What follows belongs to an exercise in optimizing a design on an open flow for small area, a short achievable clock period and few clock cycles per item; a production flow would make more cautious choices.

==> inputs of trial 50 <==
// dlink_rx
module dlink_rx #(
    parameter MAX_PAYLOAD = 4096,
    parameter DEF_W       = 8,
    parameter DEF_H       = 8,
    parameter DEF_FMT     = 0
) (
    input  wire        clk,
    input  wire        rst,
    input  wire        in_valid,
    input  wire [7:0]  in_data,
    output wire        in_ready,
    output reg         fb_we,
    output wire [15:0] fb_addr,
    output reg  [7:0]  fb_wdata,
    output reg  [7:0]  fb_wmask,
    output reg         err_valid,
    output reg  [2:0]  err_code,
    output reg         ntf_params,
    output reg         ntf_frame,
    output reg         ss_enabled,
    output reg  [15:0] ss_width,
    output reg  [15:0] ss_height,
    output reg  [2:0]  ss_fmt,
    output reg  [1:0]  ss_rot,
    output reg  [7:0]  ss_indev,
    output reg  [15:0] drop_count
);
clock: 12.0 ns
lec_check: 0
cap_margin: 20
core_margin: 2
core_utilization: 40
slew_margin: 20
standard.sh (not shown) runs the stock make flow with config.mk's settings and CLKGATE_MAP_FILE= SYNTH_SCRIPT=/design/flow/synth_recipe.tcl, a recipe that flattens the netlist after the stock synthesis.
==> flow/flow/run.sh <==
#!/bin/bash
# Layout: the standard ORFS flow, with the port buffers made of
# sky130_fd_sc_hd__buf_2 cells instead of the default choice.
# Each tool's output goes to its own log file in this folder (ORFS also keeps
# its per-step logs under orfs/logs/).
set -euo pipefail
bash standard.sh BUFFER_PORTS_ARGS="-buffer_cell sky130_fd_sc_hd__buf_2" finish > orfs_make.log 2>&1
==> inputs of build 46, as changes to trial 50 <==
--- a/flow/design.v
+++ b/flow/design.v
@@ -31,11 +31,10 @@
     localparam integer X_COL = 0, X_Y   = 1, X_YD  = 2, X_H   = 3, X_LR  = 4,
                        X_PW  = 5, X_INIT = 6, X_ROW = 7, X_CAP = 8, X_LRS = 9,
                        X_FIN = 10, X_CK  = 11;
     localparam [11:0] XN = 12'd0;
     reg        rdy;
-    reg        rst_r;          
     reg        vld;            
     reg [7:0]  byte_r;
     reg        spec;           
     reg        lbad, lzero;    
     reg [3:0]  st;
@@ -50,27 +49,25 @@
     reg [3:0]  idx;
     reg        c1, c2, c3, c4, c5;    
     reg        cw;             
     reg        fin;            
     reg        win_ok;
+    reg [1:0]  exw;            
     reg        ibad;
-    reg        vc, vle, veq;   
-    reg        okx, eqx, oky;  
-    reg        nzw, nzh;       
-    reg [3:0]  vsel;           
+    reg        vcx, vlx, vex, vcy, vly;
+    reg        vxl0, vxq0, vxq1, vyl0, vyq0, vyq1, vnz, vpa, vpb;
+    reg        vok;
     reg        pkd;
     reg [1:0]  bsel;
     reg [15:0] stride;
     reg [15:0] wf;             
     reg [15:0] lrs;            
     reg [15:0] nrs;            
     reg [15:0] cursor;
     reg [15:0] col;            
     reg [15:0] wreg;           
     reg [1:0]  phase;          
-    reg        wpk;            
-    reg [1:0]  wbm1;           
     reg [11:0] xs;
     reg [16:0] T;              
     reg [16:0] m;
     reg [15:0] Q;
     reg        qb;             
@@ -99,28 +96,33 @@
     wire       n_lzero = (in_data == 8'd0) && (l2 == 8'd0) && (A[6] == 8'd0) && (A[5] == 8'd0);
     wire       n_spec  = n_last || n_i7 || (n_l3 && (n_lbad || n_lzero));
     wire       cons    = vld && !rsc && !lbad;
     wire       proc    = rsc || cons;
     wire [7:0] b       = rsc ? A[{1'b1, rj}] : byte_r;
-    wire [7:0]  v_a    = ({8{vsel[0]}} & A[0]) | ({8{vsel[1]}} & A[1]) |
-                         ({8{vsel[2]}} & A[2]) | ({8{vsel[3]}} & A[3]);
-    wire [7:0]  v_b    = c5 ? {7'd0, vsel[0] | vsel[2]} : byte_r;
-    wire [7:0]  v_l    = ({8{vsel[0]}} & ss_width[7:0])  | ({8{vsel[1]}} & ss_width[15:8]) |
-                         ({8{vsel[2]}} & ss_height[7:0]) | ({8{vsel[3]}} & ss_height[15:8]);
-    wire [8:0]  v_s    = {1'b0, v_a} + {1'b0, v_b} + {8'd0, (vsel[1] | vsel[3]) & vc};
-    wire        v_lt8  = v_s[7:0] < v_l;
-    wire        v_eq8  = v_s[7:0] == v_l;
-    wire        v_lt   = !v_s[8] && v_lt8;       
-    wire        v_eq   = !v_s[8] && v_eq8;
-    wire        vok    = okx && oky && nzw && nzh &&
-                         (!pkd || c5 || (A[0][2:0] == 3'd0 && (A[4][2:0] == 3'd0 || eqx)));
+    wire [15:0] v_w    = c5 ? 16'd1 : a_w;
+    wire [15:0] v_h    = c5 ? 16'd1 : a_h;
+    wire [8:0]  sxl    = {1'b0, A[0]} + {1'b0, v_w[7:0]};
+    wire [8:0]  syl    = {1'b0, A[2]} + {1'b0, v_h[7:0]};
+    wire [8:0]  sxh    = {1'b0, A[1]} + {1'b0, v_w[15:8]};
+    wire [8:0]  syh    = {1'b0, A[3]} + {1'b0, v_h[15:8]};
+    wire [8:0]  wh     = {1'b0, ss_width[15:8]};
+    wire [8:0]  hh     = {1'b0, ss_height[15:8]};
+    wire [8:0]  wh1    = wh - 9'd1;
+    wire [8:0]  hh1    = hh - 9'd1;
+    wire        x_lt   = vcx ? (vxl0 && !vxq1) : vxl0;
+    wire        x_eq   = vcx ? vxq1 : vxq0;
+    wire        y_lt   = vcy ? (vyl0 && !vyq1) : vyl0;
+    wire        y_eq   = vcy ? vyq1 : vyq0;
+    wire        eqx    = x_eq && vex;
+    wire        v_ok   = vnz && (x_lt || (x_eq && vlx)) && (y_lt || (y_eq && vly)) &&
+                         (!pkd || c5 || (vpa && (vpb || eqx)));
     wire [18:0] t_wide = {1'b0, T, cinf} + {1'b0, (qb ? m : 17'd0), cinf};
     wire [17:0] t_sum  = t_wide[18:1];
     wire        y_done = (xs[X_Y] && ql) || xs[X_YD];
-    wire        go     = (st[S_EXEC]) && vok;
-    wire        pix_end  = (phase == 2'd0);
-    wire        row_end  = wpk ? (col[15:4] == 12'd0 && !(col[3] && col[2:0] != 3'd0))
+    wire        go     = (st[S_EXEC]) && exw[1] && vok;
+    wire        pix_end  = pkd || (phase == bsel - 2'd1);
+    wire        row_end  = pkd ? (col[15:4] == 12'd0 && !(col[3] && col[2:0] != 3'd0))
                                : (col == 16'd1 && pix_end);
     wire [15:0] nrs_sum  = nrs + stride;
     wire [15:0] nrs_next = (nrs == lrs) ? wf : nrs_sum;
     wire        last    = (rem == 13'd1);
     wire        kill    = (st[S_PAY]) && vld && last && idx < 4'd7 && cw;
@@ -129,10 +131,26 @@
         err_valid  <= 1'b0;
         ntf_params <= 1'b0;
         ntf_frame  <= 1'b0;
         drop_count <= drop_count + {14'd0, dpend};
         dpend      <= 2'd0;
+        vcx  <= sxl[8];
+        vlx  <= sxl[7:0] <= ss_width[7:0];
+        vex  <= sxl[7:0] == ss_width[7:0];
+        vcy  <= syl[8];
+        vly  <= syl[7:0] <= ss_height[7:0];
+        vxl0 <= sxh < wh;
+        vxq0 <= sxh == wh;
+        vxq1 <= sxh == wh1;
+        vyl0 <= syh < hh;
+        vyq0 <= syh == hh;
+        vyq1 <= syh == hh1;
+        vnz  <= (v_w != 16'd0) && (v_h != 16'd0);
+        vpa  <= A[0][2:0] == 3'd0;
+        vpb  <= A[4][2:0] == 3'd0;
+        vok  <= v_ok;
+        if (exw != 2'd3) exw <= exw + 2'd1;
         if (take) begin
             byte_r <= in_data;
             spec   <= n_spec;
             lbad   <= n_l3 && n_lbad;
             lzero  <= n_lzero;
@@ -205,29 +223,13 @@
             end
         end
         if (st[S_PAY] && vld) begin
             rem <= rem - 13'd1;
             if (!idx[3]) begin
-                vsel        <= {vsel[2:0], idx == 4'd3};
                 idx         <= idx + 4'd1;
                 A[idx[2:0]] <= byte_r;
             end
-            if (idx[3:2] == 2'b01) begin
-                if (!idx[0]) begin
-                    vc  <= v_s[8];
-                    vle <= v_lt8 || v_eq8;
-                    veq <= v_eq8;
-                end else if (!idx[1]) begin
-                    okx <= v_lt || (v_eq && vle);
-                    eqx <= v_eq && veq;
-                end else
-                    oky <= v_lt || (v_eq && vle);
-                if (idx[1])
-                    nzh <= (idx[0] && nzh) || v_b != 8'd0;
-                else
-                    nzw <= (idx[0] && nzw) || v_b != 8'd0;
-            end
             if (idx == 4'd2 && cw) begin
                 T    <= 17'd0;
                 m    <= pkd ? {4'd0, a_x[15:3]} : {1'b0, a_x};
                 Q    <= pkd ? 16'd1 : {14'd0, bsel};
                 qb   <= pkd || bsel[0];
@@ -236,10 +238,11 @@
                 cinf <= 1'b0;
                 xs   <= XN | (12'd1 << X_COL);
             end
             if (c4 && idx == 4'd7) begin
                 fin <= last;
+                exw <= 2'd0;
                 rdy <= 1'b0;
                 st  <= 4'd1 << S_EXEC;
             end else if (last) begin
                 st  <= 4'd1 << S_SEEK;
                 wrd <= 1'b0;
@@ -256,11 +259,12 @@
                 if (c2 || c5) begin
                     if (idx < 4'd7) begin
                         err_valid <= 1'b1;
                         err_code  <= E_SHORT;
                     end else begin
-                                rdy <= 1'b0;
+                        exw <= 2'd0;
+                        rdy <= 1'b0;
                         st  <= 4'd1 << S_EXEC;
                     end
                 end
                 if (c3)
                     ntf_frame <= 1'b1;
@@ -284,18 +288,18 @@
             fb_wmask <= 8'hFF;
             if (row_end) begin
                 cursor <= nrs;
                 nrs    <= nrs_next;
                 col    <= wreg;
-                phase  <= wbm1;
+                phase  <= 2'd0;
             end else begin
                 cursor <= cursor + 16'd1;
                 if (pix_end) begin
-                    phase <= wbm1;
-                    col   <= col - (wpk ? 16'd8 : 16'd1);
+                    phase <= 2'd0;
+                    col   <= col - (pkd ? 16'd8 : 16'd1);
                 end else
-                    phase <= phase - 2'd1;
+                    phase <= phase + 2'd1;
             end
         end
         if (xs[X_COL] && ql && idx[3:2] != 2'd0) begin
             m  <= {1'b0, stride};
             Q  <= a_y;
@@ -342,11 +346,11 @@
         end
         if (xs[X_LR]) begin
             cursor <= wf;
             nrs   <= nrs_next;
             col   <= wreg;
-            phase <= wbm1;
+            phase <= 2'd0;
             xs    <= XN;
             if (c4 && !fin) begin
                 st  <= 4'd1 << S_PAY;
                 wrd <= 1'b1;
             end else begin
@@ -367,23 +371,10 @@
                 rdy       <= 1'b1;
                 st        <= 4'd1 << S_SEEK;
             end
         end
         if (xs[X_INIT]) begin
-            T    <= 17'd0;
-            m    <= i_pkd ? {4'd0, a_x[15:3]} : {1'b0, a_x};
-            Q    <= i_pkd ? 16'd1 : {14'd0, i_b};
-            qb   <= i_pkd || i_b[0];
-            ql   <= i_pkd || i_b == 2'd1;
-            bor  <= 1'b0;
-            cinf <= i_pkd && (a_x[2:0] != 3'd0);
-            ovf  <= 1'b0;
-            movf <= 1'b0;
-            wf   <= 16'd0;
-            nrs  <= 16'd0;
-            wreg <= a_x;
-            xs   <= XN | (12'd1 << X_ROW);
             if (A[4] > 8'd4) begin
                 err_valid  <= 1'b1;
                 err_code   <= E_FORMAT;
                 ss_enabled <= 1'b0;
                 ntf_params <= 1'b1;
@@ -396,10 +387,24 @@
                 ss_enabled <= 1'b0;
                 ntf_params <= 1'b1;
                 xs         <= XN;
                 rdy        <= 1'b1;
                 st         <= 4'd1 << S_SEEK;
+            end else begin
+                T    <= 17'd0;
+                m    <= i_pkd ? {4'd0, a_x[15:3]} : {1'b0, a_x};
+                Q    <= i_pkd ? 16'd1 : {14'd0, i_b};
+                qb   <= i_pkd || i_b[0];
+                ql   <= i_pkd || i_b == 2'd1;
+                bor  <= 1'b0;
+                cinf <= i_pkd && (a_x[2:0] != 3'd0);
+                ovf  <= 1'b0;
+                movf <= 1'b0;
+                wf   <= 16'd0;
+                nrs  <= 16'd0;
+                wreg <= a_x;
+                xs   <= XN | (12'd1 << X_ROW);
             end
         end
         if (xs[X_ROW] && ql) begin
             stride <= t_sum[15:0];
             T      <= 17'd0;
@@ -440,23 +445,21 @@
                 ss_width   <= a_x;
                 ss_height  <= a_y;
                 ss_fmt     <= A[4][2:0];
                 pkd        <= i_pkd;
                 bsel       <= i_b;
-                wpk        <= i_pkd;
-                wbm1       <= i_b - 2'd1;
                 ss_rot     <= A[5][1:0];
                 ss_indev   <= A[6];
                 cursor     <= 16'd0;
                 nrs        <= nrs_next;
                 col        <= wreg;
-                phase      <= i_b - 2'd1;
+                phase      <= 2'd0;
             end
         end
         if (kill)
             xs <= XN;
-        if (st[S_EXEC] && !vok && !c1) begin
+        if (st[S_EXEC] && exw[1] && !vok && !c1) begin
             xs     <= XN;
             win_ok <= 1'b0;
             rdy    <= 1'b1;
             if (c4 && !fin)
                 st <= 4'd1 << S_PAY;
@@ -466,12 +469,11 @@
                 err_code  <= c5 ? E_POINT : E_WINDOW;
             end
         end
         if (take && n_spec)
             rdy <= 1'b0;
-        rst_r <= rst;
-        if (rst_r) begin
+        if (rst) begin
             st         <= 4'd1 << S_SEEK;
             wrd        <= 1'b0;
             rdy        <= 1'b1;
             vld        <= 1'b0;
             have_aa    <= 1'b0;
@@ -491,14 +493,7 @@
             fb_we      <= 1'b0;
             err_valid  <= 1'b0;
             ntf_params <= 1'b0;
             ntf_frame  <= 1'b0;
         end
-        if (rst) begin
-            rdy        <= 1'b0;
-            fb_we      <= 1'b0;
-            err_valid  <= 1'b0;
-            ntf_params <= 1'b0;
-            ntf_frame  <= 1'b0;
-        end
     end
 endmodule
==> inputs of trial 59, as changes to trial 50 <==
--- a/flow/design.v
+++ b/flow/design.v
@@ -54,23 +54,20 @@
     reg        win_ok;
     reg        ibad;
     reg        vc, vle, veq;   
     reg        okx, eqx, oky;  
     reg        nzw, nzh;       
-    reg [3:0]  vsel;           
     reg        pkd;
     reg [1:0]  bsel;
     reg [15:0] stride;
     reg [15:0] wf;             
     reg [15:0] lrs;            
     reg [15:0] nrs;            
     reg [15:0] cursor;
     reg [15:0] col;            
     reg [15:0] wreg;           
     reg [1:0]  phase;          
-    reg        wpk;            
-    reg [1:0]  wbm1;           
     reg [11:0] xs;
     reg [16:0] T;              
     reg [16:0] m;
     reg [15:0] Q;
     reg        qb;             
@@ -99,28 +96,27 @@
     wire       n_lzero = (in_data == 8'd0) && (l2 == 8'd0) && (A[6] == 8'd0) && (A[5] == 8'd0);
     wire       n_spec  = n_last || n_i7 || (n_l3 && (n_lbad || n_lzero));
     wire       cons    = vld && !rsc && !lbad;
     wire       proc    = rsc || cons;
     wire [7:0] b       = rsc ? A[{1'b1, rj}] : byte_r;
-    wire [7:0]  v_a    = ({8{vsel[0]}} & A[0]) | ({8{vsel[1]}} & A[1]) |
-                         ({8{vsel[2]}} & A[2]) | ({8{vsel[3]}} & A[3]);
-    wire [7:0]  v_b    = c5 ? {7'd0, vsel[0] | vsel[2]} : byte_r;
-    wire [7:0]  v_l    = ({8{vsel[0]}} & ss_width[7:0])  | ({8{vsel[1]}} & ss_width[15:8]) |
-                         ({8{vsel[2]}} & ss_height[7:0]) | ({8{vsel[3]}} & ss_height[15:8]);
-    wire [8:0]  v_s    = {1'b0, v_a} + {1'b0, v_b} + {8'd0, (vsel[1] | vsel[3]) & vc};
+    wire [7:0]  v_a    = A[idx[1:0]];
+    wire [7:0]  v_b    = c5 ? {7'd0, ~idx[0]} : byte_r;
+    wire [7:0]  v_l    = idx[1] ? (idx[0] ? ss_height[15:8] : ss_height[7:0])
+                                : (idx[0] ? ss_width[15:8]  : ss_width[7:0]);
+    wire [8:0]  v_s    = {1'b0, v_a} + {1'b0, v_b} + {8'd0, idx[0] & vc};
     wire        v_lt8  = v_s[7:0] < v_l;
     wire        v_eq8  = v_s[7:0] == v_l;
     wire        v_lt   = !v_s[8] && v_lt8;       
     wire        v_eq   = !v_s[8] && v_eq8;
     wire        vok    = okx && oky && nzw && nzh &&
                          (!pkd || c5 || (A[0][2:0] == 3'd0 && (A[4][2:0] == 3'd0 || eqx)));
     wire [18:0] t_wide = {1'b0, T, cinf} + {1'b0, (qb ? m : 17'd0), cinf};
     wire [17:0] t_sum  = t_wide[18:1];
     wire        y_done = (xs[X_Y] && ql) || xs[X_YD];
     wire        go     = (st[S_EXEC]) && vok;
-    wire        pix_end  = (phase == 2'd0);
-    wire        row_end  = wpk ? (col[15:4] == 12'd0 && !(col[3] && col[2:0] != 3'd0))
+    wire        pix_end  = pkd || (phase == bsel - 2'd1);
+    wire        row_end  = pkd ? (col[15:4] == 12'd0 && !(col[3] && col[2:0] != 3'd0))
                                : (col == 16'd1 && pix_end);
     wire [15:0] nrs_sum  = nrs + stride;
     wire [15:0] nrs_next = (nrs == lrs) ? wf : nrs_sum;
     wire        last    = (rem == 13'd1);
     wire        kill    = (st[S_PAY]) && vld && last && idx < 4'd7 && cw;
@@ -205,11 +201,10 @@
             end
         end
         if (st[S_PAY] && vld) begin
             rem <= rem - 13'd1;
             if (!idx[3]) begin
-                vsel        <= {vsel[2:0], idx == 4'd3};
                 idx         <= idx + 4'd1;
                 A[idx[2:0]] <= byte_r;
             end
             if (idx[3:2] == 2'b01) begin
                 if (!idx[0]) begin
@@ -284,18 +279,18 @@
             fb_wmask <= 8'hFF;
             if (row_end) begin
                 cursor <= nrs;
                 nrs    <= nrs_next;
                 col    <= wreg;
-                phase  <= wbm1;
+                phase  <= 2'd0;
             end else begin
                 cursor <= cursor + 16'd1;
                 if (pix_end) begin
-                    phase <= wbm1;
-                    col   <= col - (wpk ? 16'd8 : 16'd1);
+                    phase <= 2'd0;
+                    col   <= col - (pkd ? 16'd8 : 16'd1);
                 end else
-                    phase <= phase - 2'd1;
+                    phase <= phase + 2'd1;
             end
         end
         if (xs[X_COL] && ql && idx[3:2] != 2'd0) begin
             m  <= {1'b0, stride};
             Q  <= a_y;
@@ -342,11 +337,11 @@
         end
         if (xs[X_LR]) begin
             cursor <= wf;
             nrs   <= nrs_next;
             col   <= wreg;
-            phase <= wbm1;
+            phase <= 2'd0;
             xs    <= XN;
             if (c4 && !fin) begin
                 st  <= 4'd1 << S_PAY;
                 wrd <= 1'b1;
             end else begin
@@ -367,23 +362,10 @@
                 rdy       <= 1'b1;
                 st        <= 4'd1 << S_SEEK;
             end
         end
         if (xs[X_INIT]) begin
-            T    <= 17'd0;
-            m    <= i_pkd ? {4'd0, a_x[15:3]} : {1'b0, a_x};
-            Q    <= i_pkd ? 16'd1 : {14'd0, i_b};
-            qb   <= i_pkd || i_b[0];
-            ql   <= i_pkd || i_b == 2'd1;
-            bor  <= 1'b0;
-            cinf <= i_pkd && (a_x[2:0] != 3'd0);
-            ovf  <= 1'b0;
-            movf <= 1'b0;
-            wf   <= 16'd0;
-            nrs  <= 16'd0;
-            wreg <= a_x;
-            xs   <= XN | (12'd1 << X_ROW);
             if (A[4] > 8'd4) begin
                 err_valid  <= 1'b1;
                 err_code   <= E_FORMAT;
                 ss_enabled <= 1'b0;
                 ntf_params <= 1'b1;
@@ -396,10 +378,24 @@
                 ss_enabled <= 1'b0;
                 ntf_params <= 1'b1;
                 xs         <= XN;
                 rdy        <= 1'b1;
                 st         <= 4'd1 << S_SEEK;
+            end else begin
+                T    <= 17'd0;
+                m    <= i_pkd ? {4'd0, a_x[15:3]} : {1'b0, a_x};
+                Q    <= i_pkd ? 16'd1 : {14'd0, i_b};
+                qb   <= i_pkd || i_b[0];
+                ql   <= i_pkd || i_b == 2'd1;
+                bor  <= 1'b0;
+                cinf <= i_pkd && (a_x[2:0] != 3'd0);
+                ovf  <= 1'b0;
+                movf <= 1'b0;
+                wf   <= 16'd0;
+                nrs  <= 16'd0;
+                wreg <= a_x;
+                xs   <= XN | (12'd1 << X_ROW);
             end
         end
         if (xs[X_ROW] && ql) begin
             stride <= t_sum[15:0];
             T      <= 17'd0;
@@ -440,18 +436,16 @@
                 ss_width   <= a_x;
                 ss_height  <= a_y;
                 ss_fmt     <= A[4][2:0];
                 pkd        <= i_pkd;
                 bsel       <= i_b;
-                wpk        <= i_pkd;
-                wbm1       <= i_b - 2'd1;
                 ss_rot     <= A[5][1:0];
                 ss_indev   <= A[6];
                 cursor     <= 16'd0;
                 nrs        <= nrs_next;
                 col        <= wreg;
-                phase      <= i_b - 2'd1;
+                phase      <= 2'd0;
             end
         end
         if (kill)
             xs <= XN;
         if (st[S_EXEC] && !vok && !c1) begin
==> flow/run.sh (new file) <==
#!/bin/bash
# synth_recipe.tcl (not shown) runs the flow's synth.tcl, then flattens the netlist and writes it again
# the make line also repeats each setting of config.mk as NAME=value (left out here)
make -C /OpenROAD-flow-scripts/flow DESIGN_CONFIG=/design/flow/config.mk WORK_HOME=/design/flow/orfs CLKGATE_MAP_FILE= SYNTH_SCRIPT=/design/flow/synth_recipe.tcl finish
removed: flow/flow/run.sh
removed: flow/standard.sh
==> comparison <==
Register-to-register slack: trial 59 < trial 50 < build 46.
In non-clock buffer count, build 46 and trial 59 do not differ.
Between trial 50 and trial 59, the lower global-route usage is in trial 50 (gap 0.38 points).
Of trial 59 and build 46, build 46 has the higher cell count (gap 10%, measured against build 46).
Of build 46 and trial 59, build 46 has the higher die area (gap 9.2%, measured against trial 59).
Between build 46 and trial 50, the lower flip-flop and latch count is in trial 50 (gap 1).
Sequential share of layout area: trial 50 > trial 59 > build 46.
Against trial 50, the worst setup slack of trial 59 is lower by 0.43 ns.
Synthesized area, highest first: build 46, trial 50, trial 59.
Function was not checked in any run of this note: the RTL went through the layout flow alone.

## what the ideal ports hide
The results above use ideal ports. As a check the final layouts listed here were re-extracted and re-timed, cells and wires unchanged. Step 1, drivers: a clkbuf_16 drives clk and a buf_2 each remaining input, both assumed. Step 2 times the ports against the registers' clock, not the clock port: input delays grow and output delays shrink by t, the midpoint of the rising clock arrivals with the driver on. Three values: ideal ports, drivers, drivers and shift; two values: the first two.
| run | shift t [ns] | setup WS [ns] | worst hold slack (ns) | worst setup path at the end | slew at the worst register clock pin (ns) |
|---|---|---|---|---|---|
| trial 50 | 0.639 | 8.103 / 8.103 / 7.993 | 0.444 / 0.444 / 0.444 | input to register | 0.06 / 0.06 |
| build 46 | 0.665 | 8.010 / 8.050 / 7.385 | 0.447 / 0.447 / 0.447 | input to register | 0.06 / 0.06 |
| trial 59 | 0.653 | 7.676 / 7.676 / 7.401 | 0.455 / 0.455 / 0.455 | input to register | 0.06 / 0.06 |
After both steps setup and hold are still met in every run listed. For build 46, which loses most, drivers alone change the setup slack by +0.040 ns; drivers and shift together by -0.625 ns.
